From an optimization exercise on the open Yosys and OpenROAD flow, aimed at small area, a short achievable clock period and few clock cycles per item; shortcuts taken in it are not production practice.
At most, simulation tests tie the RTL to the original design; equivalence was not proved.
Power and IR drop assume default switching activity.

==> branch zinc <==
==> flow/design.v <==
module tc_uplink_codec (
    input  wire        clk,
    input  wire        rst_n,
    input  wire        in_valid,
    output wire        in_ready,
    input  wire [7:0]  in_data,
    input  wire        in_last,
    input  wire [1:0]  in_op,
    output reg         out_valid,
    input  wire        out_ready,
    output reg  [7:0]  out_data,
    output reg         out_last,
    output wire [15:0] out_res
);
    localparam [1:0] OP_CRC  = 2'd0;
    localparam [1:0] OP_SCR  = 2'd1;
    localparam [1:0] OP_CLTU = 2'd2;
    localparam [1:0] OP_TC   = 2'd3;
    localparam [2:0] S_IDLE  = 3'd0;
    localparam [2:0] S_SYNC1 = 3'd1;
    localparam [2:0] S_BODY  = 3'd2;
    localparam [2:0] S_FILL  = 3'd3;
    localparam [2:0] S_PAR   = 3'd4;
    localparam [2:0] S_TAIL  = 3'd5;
    localparam [1:0] SRC_DATA  = 2'd0;
    localparam [1:0] SRC_CRCHI = 2'd1;
    localparam [1:0] SRC_CRCLO = 2'd2;
    localparam [1:0] SRC_DONE  = 2'd3;
    function [15:0] crc16_byte;
        input [15:0] c;
        input [7:0]  b;
        integer k;
        reg [15:0] r;
        begin
            r = c ^ {b, 8'h00};
            for (k = 0; k < 8; k = k + 1)
                r = r[15] ? ((r << 1) ^ 16'h1021) : (r << 1);
            crc16_byte = r;
        end
    endfunction
    function [7:0] par_step;
        input [7:0] a;
        input [7:0] b;
        reg [7:0] x;
        begin
            x = a ^ b;
            par_step = {x[6:0], x[7]};
        end
    endfunction
    function [7:0] scr_step;
        input [7:0] y;
        scr_step = {y[0] ^ y[2] ^ y[7], y[4] ^ y[7], y[3] ^ y[6], y[2] ^ y[5],
                    y[1] ^ y[4], y[0] ^ y[3], y[0] ^ y[7], y[1] ^ y[4] ^ y[7]};
    endfunction
    reg [2:0]  state;
    reg [1:0]  op;
    reg [1:0]  src;
    reg        first;      
    reg [15:0] res;        
    reg        carry;      
    reg [7:0]  scr;        
    reg [7:0]  blk_par;    
    reg [2:0]  cnt;        
    reg        skid_full;
    reg [7:0]  skid_data;
    reg        skid_last;
    assign out_res = res;
    wire st_idle = (state == S_IDLE);
    wire st_body = (state == S_BODY);
    wire st_fill = (state == S_FILL);
    wire st_par  = (state == S_PAR);
    wire st_tail = (state == S_TAIL);
    wire op_crc  = (op == OP_CRC) || (op == OP_TC);
    wire op_scr  = (op == OP_SCR) || (op == OP_TC);
    wire op_cltu = op[1];
    wire load = !out_valid || out_ready;
    wire st_int = (state == S_SYNC1) || (state == S_FILL) || (state == S_PAR) ||
                  (state == S_TAIL) || (st_body && src != SRC_DATA);
    assign in_ready = st_body && (src == SRC_DATA) && !skid_full;
    wire int_go  = st_int && !skid_full;
    wire idle_go = st_idle && in_valid && !skid_full &&
                   !(out_valid && out_last && !out_ready);
    wire take    = in_ready && in_valid;
    wire prod    = take || int_go || (idle_go && in_op[1]);
    reg [7:0] pay_byte;
    always @(*) begin
        case (src)
            SRC_CRCHI: pay_byte = res[15:8];
            SRC_CRCLO: pay_byte = res[7:0];
            default:   pay_byte = in_data;
        endcase
    end
    wire [7:0] coded_byte = op_scr ? (pay_byte ^ scr) : pay_byte;
    reg [1:0] src_next;
    always @(*) begin
        case (src)
            SRC_DATA:  src_next = in_last ? (op_crc ? SRC_CRCHI : SRC_DONE) : SRC_DATA;
            SRC_CRCHI: src_next = SRC_CRCLO;
            default:   src_next = SRC_DONE;
        endcase
    end
    wire pay_final = (src_next == SRC_DONE);
    reg [7:0] prod_data;
    reg       prod_last;
    always @(*) begin
        prod_data = coded_byte;
        prod_last = 1'b0;
        case (state)
            S_IDLE:  prod_data = 8'hEB;
            S_SYNC1: prod_data = 8'h90;
            S_BODY:  prod_last = !op_cltu && pay_final;
            S_FILL:  prod_data = 8'h55;
            S_PAR:   prod_data = blk_par;
            S_TAIL: begin
                prod_data = 8'hC5;
                prod_last = (cnt == 3'b100);
            end
            default: ;
        endcase
    end
    reg [2:0] state_next;
    reg [1:0] src_upd;
    always @(*) begin
        state_next = state;
        src_upd    = src;
        case (state)
            S_IDLE: begin
                src_upd = SRC_DATA;
                if (idle_go)
                    state_next = in_op[1] ? S_SYNC1 : S_BODY;
            end
            S_SYNC1: if (prod) state_next = S_BODY;
            S_BODY: if (prod) begin
                src_upd = src_next;
                if (op_cltu) begin
                    if (cnt == 3'b100)
                        state_next = S_PAR;
                    else if (pay_final)
                        state_next = S_FILL;
                end else if (pay_final) begin
                    state_next = S_IDLE;
                end
            end
            S_FILL: if (prod && cnt == 3'b100) state_next = S_PAR;
            S_PAR:  if (prod) state_next = (src == SRC_DONE) ? S_TAIL : S_BODY;
            S_TAIL: if (prod && cnt == 3'b100) state_next = S_IDLE;
            default: state_next = S_IDLE;
        endcase
    end
    wire skid_next = !load && (skid_full || prod);
    always @(posedge clk) begin
        if (!rst_n) begin
            out_valid <= 1'b0;
            skid_full <= 1'b0;
        end else begin
            skid_full <= skid_next;
            if (load)
                out_valid <= skid_full || prod;
        end
        if (load) begin
            out_data <= skid_full ? skid_data : prod_data;
            out_last <= skid_full ? skid_last : prod_last;
        end
        if (!skid_full) begin
            skid_data <= prod_data;
            skid_last <= prod_last;
        end
    end
    wire       cin   = st_par || carry;
    wire [2:0] pair  = {1'b0, res[1:0]} + {2'b00, cin};
    always @(posedge clk) begin
        if (!rst_n) begin
            state    <= S_IDLE;
        end else begin
            state    <= state_next;
        end
        src <= src_upd;
        if (st_idle) begin
            scr     <= 8'hFF;
            first   <= 1'b1;
            blk_par <= 8'h00;
            cnt     <= 3'b001;
            carry   <= 1'b0;
        end
        if (idle_go) begin
            op  <= in_op;
            res <= {16{in_op[0] ~^ in_op[1]}};
        end
        if (prod && !st_idle) begin
            if (op == OP_CLTU) begin
                res   <= {pair[1:0], res[15:2]};
                carry <= pair[2];
            end
            if (st_body || st_fill || st_par)
                blk_par <= par_step(blk_par, prod_data);
            if (op_cltu && (st_body || st_fill || st_tail))
                cnt <= {cnt[1:0], cnt[2] ^ cnt[1]};
        end
        if (take) begin
            first <= 1'b0;
            case (op)
                OP_SCR:  res[7:0] <= par_step(res[7:0], in_data);
                OP_CLTU: ;
                default: res <= crc16_byte(res, 8'h00) ^ crc16_byte(16'h0000, in_data);
            endcase
        end
        if (prod && st_body) begin
            scr <= scr_step(scr);
            if (first) begin
                scr[0] <= 1'b0;
                scr[1] <= 1'b1;
                scr[5] <= 1'b1;
                scr[6] <= 1'b1;
                scr[7] <= 1'b0;
            end
        end
    end
endmodule
==> flow/flow/run.sh <==
#!/bin/bash
# Standard layout, with plain buffers (not delay cells) on the ports.
set -euo pipefail
export BUFFER_PORTS_ARGS="-buffer_cell sky130_fd_sc_hd__buf_2"
bash standard.sh > standard.log 2>&1
==> flow/standard.sh <==
#!/bin/bash
# synth_recipe.tcl (not shown) runs the flow's synth.tcl, then flattens the netlist and writes it again
# the make line also repeats each setting of config.mk as NAME=value (left out here)
make -C /OpenROAD-flow-scripts/flow DESIGN_CONFIG=/design/flow/config.mk WORK_HOME=/design/flow/orfs CLKGATE_MAP_FILE= SYNTH_SCRIPT=/design/flow/synth_recipe.tcl "${@:-finish}"
==> flow/config.mk <==
export PLATFORM = sky130hd
export DESIGN_NAME = tc_uplink_codec
export DESIGN_NICKNAME = tc_uplink_codec
export VERILOG_FILES = /design/flow/design.v
export SDC_FILE = /design/flow/constraint.sdc
export NUM_CORES = 4
export LEC_CHECK = 0
export ABC_AREA = 1
export CAP_MARGIN = 20
export CORE_MARGIN = 2
export CORE_UTILIZATION = 40
export PLACE_DENSITY = 0.6
export SETUP_SLACK_MARGIN = 2.85
export SLEW_MARGIN = 20
==> flow/constraint.sdc <==
create_clock -name core_clock -period 5.0 [get_ports {clk}]
set_input_delay 1.0000 -clock core_clock [delete_from_list [all_inputs] [get_ports {clk}]]
set_output_delay 1.0000 -clock core_clock [all_outputs]
set_load 0.01 [all_outputs]
==> branch cedar (differences from branch zinc) <==
--- a/flow/design.v
+++ b/flow/design.v
@@ -3,5 +3,5 @@
     input  wire        rst_n,
     input  wire        in_valid,
-    output wire        in_ready,
+    output reg         in_ready,
     input  wire [7:0]  in_data,
     input  wire        in_last,
@@ -62,4 +62,5 @@
     reg [7:0]  blk_par;    
     reg [2:0]  cnt;        
+    reg        int_go;     
     reg        skid_full;
     reg [7:0]  skid_data;
@@ -75,8 +76,4 @@
     wire op_cltu = op[1];
     wire load = !out_valid || out_ready;
-    wire st_int = (state == S_SYNC1) || (state == S_FILL) || (state == S_PAR) ||
-                  (state == S_TAIL) || (st_body && src != SRC_DATA);
-    assign in_ready = st_body && (src == SRC_DATA) && !skid_full;
-    wire int_go  = st_int && !skid_full;
     wire idle_go = st_idle && in_valid && !skid_full &&
                    !(out_valid && out_last && !out_ready);
@@ -149,4 +146,8 @@
     end
     wire skid_next = !load && (skid_full || prod);
+    wire body_data_next = (state_next == S_BODY) && (src_upd == SRC_DATA);
+    wire int_next  = (state_next == S_SYNC1) || (state_next == S_FILL) ||
+                     (state_next == S_PAR) || (state_next == S_TAIL) ||
+                     ((state_next == S_BODY) && (src_upd == SRC_CRCHI || src_upd == SRC_CRCLO));
     always @(posedge clk) begin
         if (!rst_n) begin
@@ -172,6 +173,10 @@
         if (!rst_n) begin
             state    <= S_IDLE;
+            in_ready <= 1'b0;
+            int_go   <= 1'b0;
         end else begin
             state    <= state_next;
+            in_ready <= body_data_next && !skid_next;
+            int_go   <= int_next && !skid_next;
         end
         src <= src_upd;
--- a/flow/config.mk
+++ b/flow/config.mk
@@ -11,4 +11,4 @@
 export CORE_UTILIZATION = 40
 export PLACE_DENSITY = 0.6
-export SETUP_SLACK_MARGIN = 2.85
+export SETUP_SLACK_MARGIN = 2.8
 export SLEW_MARGIN = 20
==> branch violet (differences from branch zinc) <==
==> flow/design.v, changed modules only <==
module tc_uplink_codec (
    input  wire        clk,
    input  wire        rst_n,
    input  wire        in_valid,
    output reg         in_ready,
    input  wire [7:0]  in_data,
    input  wire        in_last,
    input  wire [1:0]  in_op,
    output reg         out_valid,
    input  wire        out_ready,
    output reg  [7:0]  out_data,
    output reg         out_last,
    output wire [15:0] out_res
);
    localparam [1:0] OP_CRC  = 2'd0;
    localparam [1:0] OP_SCR  = 2'd1;
    localparam [1:0] OP_CLTU = 2'd2;
    localparam [1:0] OP_TC   = 2'd3;
    localparam [2:0] S_IDLE  = 3'd0;
    localparam [2:0] S_SYNC1 = 3'd1;
    localparam [2:0] S_BODY  = 3'd2;
    localparam [2:0] S_FILL  = 3'd3;
    localparam [2:0] S_PAR   = 3'd4;
    localparam [2:0] S_TAIL  = 3'd5;
    localparam [1:0] SRC_DATA  = 2'd0;
    localparam [1:0] SRC_CRCHI = 2'd1;
    localparam [1:0] SRC_CRCLO = 2'd2;
    localparam [1:0] SRC_DONE  = 2'd3;
    function [15:0] crc16_byte;
        input [15:0] c;
        input [7:0]  b;
        integer k;
        reg [15:0] r;
        begin
            r = c ^ {b, 8'h00};
            for (k = 0; k < 8; k = k + 1)
                r = r[15] ? ((r << 1) ^ 16'h1021) : (r << 1);
            crc16_byte = r;
        end
    endfunction
    function [7:0] par_step;
        input [7:0] a;
        input [7:0] b;
        reg [7:0] x;
        begin
            x = a ^ b;
            par_step = {x[6:0], x[7]};
        end
    endfunction
    function [7:0] scr_step;
        input [7:0] y;
        scr_step = {y[0] ^ y[2] ^ y[7], y[4] ^ y[7], y[3] ^ y[6], y[2] ^ y[5],
                    y[1] ^ y[4], y[0] ^ y[3], y[0] ^ y[7], y[1] ^ y[4] ^ y[7]};
    endfunction
    reg [2:0]  state;
    reg [1:0]  op;
    reg [1:0]  src;
    reg        first;      
    reg [15:0] res;        
    reg        carry;      
    reg [7:0]  scr;        
    reg [7:0]  blk_par;    
    reg [2:0]  cnt;        
    reg        int_go;     
    reg        skid_full;
    reg [7:0]  skid_data;
    reg        skid_last;
    assign out_res = res;
    wire st_idle = (state == S_IDLE);
    wire st_body = (state == S_BODY);
    wire st_fill = (state == S_FILL);
    wire st_par  = (state == S_PAR);
    wire st_tail = (state == S_TAIL);
    wire op_crc  = (op == OP_CRC) || (op == OP_TC);
    wire op_scr  = (op == OP_SCR) || (op == OP_TC);
    wire op_cltu = op[1];
    wire load = !out_valid || out_ready;
    wire idle_go = st_idle && in_valid && !skid_full &&
                   !(out_valid && out_last && !out_ready);
    wire take    = in_ready && in_valid;
    wire prod    = take || int_go || (idle_go && in_op[1]);
    reg [7:0] pay_byte;
    always @(*) begin
        case (src)
            SRC_CRCHI: pay_byte = res[15:8];
            SRC_CRCLO: pay_byte = res[7:0];
            default:   pay_byte = in_data;
        endcase
    end
    wire [7:0] coded_byte = op_scr ? (pay_byte ^ scr) : pay_byte;
    reg [1:0] src_next;
    always @(*) begin
        case (src)
            SRC_DATA:  src_next = in_last ? (op_crc ? SRC_CRCHI : SRC_DONE) : SRC_DATA;
            SRC_CRCHI: src_next = SRC_CRCLO;
            default:   src_next = SRC_DONE;
        endcase
    end
    wire pay_final = (src_next == SRC_DONE);
    reg [7:0] prod_data;
    reg       prod_last;
    always @(*) begin
        prod_data = coded_byte;
        prod_last = 1'b0;
        case (state)
            S_IDLE:  prod_data = 8'hEB;
            S_SYNC1: prod_data = 8'h90;
            S_BODY:  prod_last = !op_cltu && pay_final;
            S_FILL:  prod_data = 8'h55;
            S_PAR:   prod_data = blk_par;
            S_TAIL: begin
                prod_data = 8'hC5;
                prod_last = (cnt == 3'd6);
            end
            default: ;
        endcase
    end
    reg [2:0] state_next;
    reg [1:0] src_upd;
    always @(*) begin
        state_next = state;
        src_upd    = src;
        case (state)
            S_IDLE: begin
                src_upd = SRC_DATA;
                if (idle_go)
                    state_next = in_op[1] ? S_SYNC1 : S_BODY;
            end
            S_SYNC1: if (prod) state_next = S_BODY;
            S_BODY: if (prod) begin
                src_upd = src_next;
                if (op_cltu) begin
                    if (cnt == 3'd6)
                        state_next = S_PAR;
                    else if (pay_final)
                        state_next = S_FILL;
                end else if (pay_final) begin
                    state_next = S_IDLE;
                end
            end
            S_FILL: if (prod && cnt == 3'd6) state_next = S_PAR;
            S_PAR:  if (prod) state_next = (src == SRC_DONE) ? S_TAIL : S_BODY;
            S_TAIL: if (prod && cnt == 3'd6) state_next = S_IDLE;
            default: state_next = S_IDLE;
        endcase
    end
    wire skid_next = !load && (skid_full || prod);
    wire body_data_next = (state_next == S_BODY) && (src_upd == SRC_DATA);
    wire int_next  = (state_next == S_SYNC1) || (state_next == S_FILL) ||
                     (state_next == S_PAR) || (state_next == S_TAIL) ||
                     ((state_next == S_BODY) && (src_upd == SRC_CRCHI || src_upd == SRC_CRCLO));
    always @(posedge clk) begin
        if (!rst_n) begin
            out_valid <= 1'b0;
            skid_full <= 1'b0;
        end else begin
            skid_full <= skid_next;
            if (load)
                out_valid <= skid_full || prod;
        end
        if (load) begin
            out_data <= skid_full ? skid_data : prod_data;
            out_last <= skid_full ? skid_last : prod_last;
        end
        if (!skid_full) begin
            skid_data <= prod_data;
            skid_last <= prod_last;
        end
    end
    wire       cin   = st_par || carry;
    wire [2:0] pair  = {1'b0, res[1:0]} + {2'b00, cin};
    always @(posedge clk) begin
        if (!rst_n) begin
            state    <= S_IDLE;
            in_ready <= 1'b0;
            int_go   <= 1'b0;
        end else begin
            state    <= state_next;
            in_ready <= body_data_next && !skid_next;
            int_go   <= int_next && !skid_next;
        end
        src <= src_upd;
        if (st_idle) begin
            scr     <= 8'hFF;
            first   <= 1'b1;
            blk_par <= 8'h00;
            cnt     <= 3'd0;
            carry   <= 1'b0;
        end
        if (idle_go) begin
            op  <= in_op;
            res <= {16{in_op[0] ~^ in_op[1]}};
        end
        if (prod && !st_idle) begin
            if (op == OP_CLTU) begin
                res   <= {pair[1:0], res[15:2]};
                carry <= pair[2];
            end
            if (st_body || st_fill || st_par)
                blk_par <= par_step(blk_par, prod_data);
            if (op_cltu && (st_body || st_fill || st_tail))
                cnt <= (cnt == 3'd6) ? 3'd0 : cnt + 3'd1;
        end
        if (take) begin
            first <= 1'b0;
            case (op)
                OP_SCR:  res[7:0] <= par_step(res[7:0], in_data);
                OP_CLTU: ;
                default: res <= crc16_byte(res, in_data);
            endcase
        end
        if (prod && st_body) begin
            scr <= scr_step(scr);
            if (first) begin
                scr[0] <= 1'b0;
                scr[1] <= 1'b1;
                scr[5] <= 1'b1;
                scr[6] <= 1'b1;
                scr[7] <= 1'b0;
            end
        end
    end
endmodule
==> flow/flow/run.sh (replaced) <==
#!/bin/bash
# The standard layout (standard.sh) with two changes:
#  - plain buffers, not delay cells, on the ports;
#  - synthesis maps the logic with the ABC script in flow/map.abc (an
#    area-recovering mapping) in place of ORFS's. Every other synthesis step,
#    and so every register, is the standard synthesis's.
# Logs: standard.log here, and ORFS's own logs under orfs/logs.
set -euo pipefail
here=$(pwd)
export BUFFER_PORTS_ARGS="-buffer_cell sky130_fd_sc_hd__buf_2"
{
  head -n 1 synth_recipe.tcl
  cat <<EOT
proc abc {args} {
  set i [lsearch -exact \$args -script]
  if {\$i >= 0} { set args [lreplace \$args [expr {\$i + 1}] [expr {\$i + 1}] $here/flow/map.abc] }
  yosys abc {*}\$args
}
EOT
  tail -n +2 synth_recipe.tcl
} > my_synth.tcl
sed "s|SYNTH_SCRIPT=[^ ]*|SYNTH_SCRIPT=$here/my_synth.tcl|" standard.sh > my_standard.sh
bash my_standard.sh > standard.log 2>&1
==> flow/flow/map.abc (new file) <==
strash; dch; map -a; topo; stime -c; buffer -c; upsize -c; dnsize -c
--- a/flow/config.mk
+++ b/flow/config.mk
@@ -11,4 +11,4 @@
 export CORE_UTILIZATION = 40
 export PLACE_DENSITY = 0.6
-export SETUP_SLACK_MARGIN = 2.85
+export SETUP_SLACK_MARGIN = 2.8
 export SLEW_MARGIN = 20
==> comparison table <==
| metric | branch cedar | branch violet | branch zinc |
|---|---|---|---|
| Outcome | complete, no violations | complete, no violations | complete, no violations |
| GR Layer Usage met1 | 29.4% | 29.6% | 26.6% |
| Syn nets | 554 | 511 | 577 |
| Final non-filler cell total | 716 | 706 | 743 |
| Clock network power share | 22.9% | 21.5% | 14.7% |
| Area share of the largest cell type after synthesis | 23.8% | 24.6% | 20.4% |
| Combinational power | 782 uW | 1.10 mW | 1.91 mW |
| Share of cells above drive strength 1 | 19.2% | 33.1% | 23.1% |
| Post-detailed-routing wire length | 10900 um | 11900 um | 11100 um |
| Total met2 wirelength after detailed routing | 5230 um | 5580 um | 5290 um |
| Share of the synthesized area in compound gates (AO/OA/AOI/OAI) | 18.2% | 23.8% | 17.0% |
| Total track usage | 21.3% | 23.7% | 20.3% |
| Fraction of the yosys area taken by sequential cells | 38.2% | 39.6% | 35.3% |
| Design area | 4740 um2 | 5160 um2 | 4860 um2 |
Testbench counts of branch cedar, summed over its fixed seeds: cycles 19,099, bytes 15,499.
Testbench counts of branch violet, summed over its fixed seeds: cycles 19,099, bytes 15,499.
Only the layout flow was run in branch zinc; the RTL was not checked for function there.

re-timing with driven ports:
No port has a modelled driver above. Below, the same layouts with a new extraction and two added sets of constraints.
Step 1 sets driving cells, clkbuf_16 on the clock port and buf_2 on the other inputs (assumed; they add their load-dependent delay and slew).
Step 2, shift: input delay + t, output delay - t, t = (earliest + latest rising clock arrival at the registers) / 2. This alone moves slack from input paths to output paths.
Slacks: ideal / step 1 / step 2; pairs: ideal / step 1.
run | shift t [ns] | slack for setup (ns) | hold slack, ns | slew at the worst register clock pin (ns) | cell pins on the clock port's net
branch zinc | 0.373 | 2.715 / 2.681 / 2.595 | 0.454 / 0.454 / 0.454 | 0.08 / 0.08 | 1
branch cedar | 0.386 | 2.842 / 2.852 / 2.466 | 0.465 / 0.465 / 0.465 | 0.09 / 0.09 | 1
branch violet | 0.388 | 2.553 / 2.526 / 2.138 | 0.475 / 0.475 / 0.475 | 0.08 / 0.08 | 1
After both steps setup and hold are still met in every run listed. The setup slack of branch violet, which loses most, moves by -0.027 ns with the drivers and by -0.415 ns with both steps.
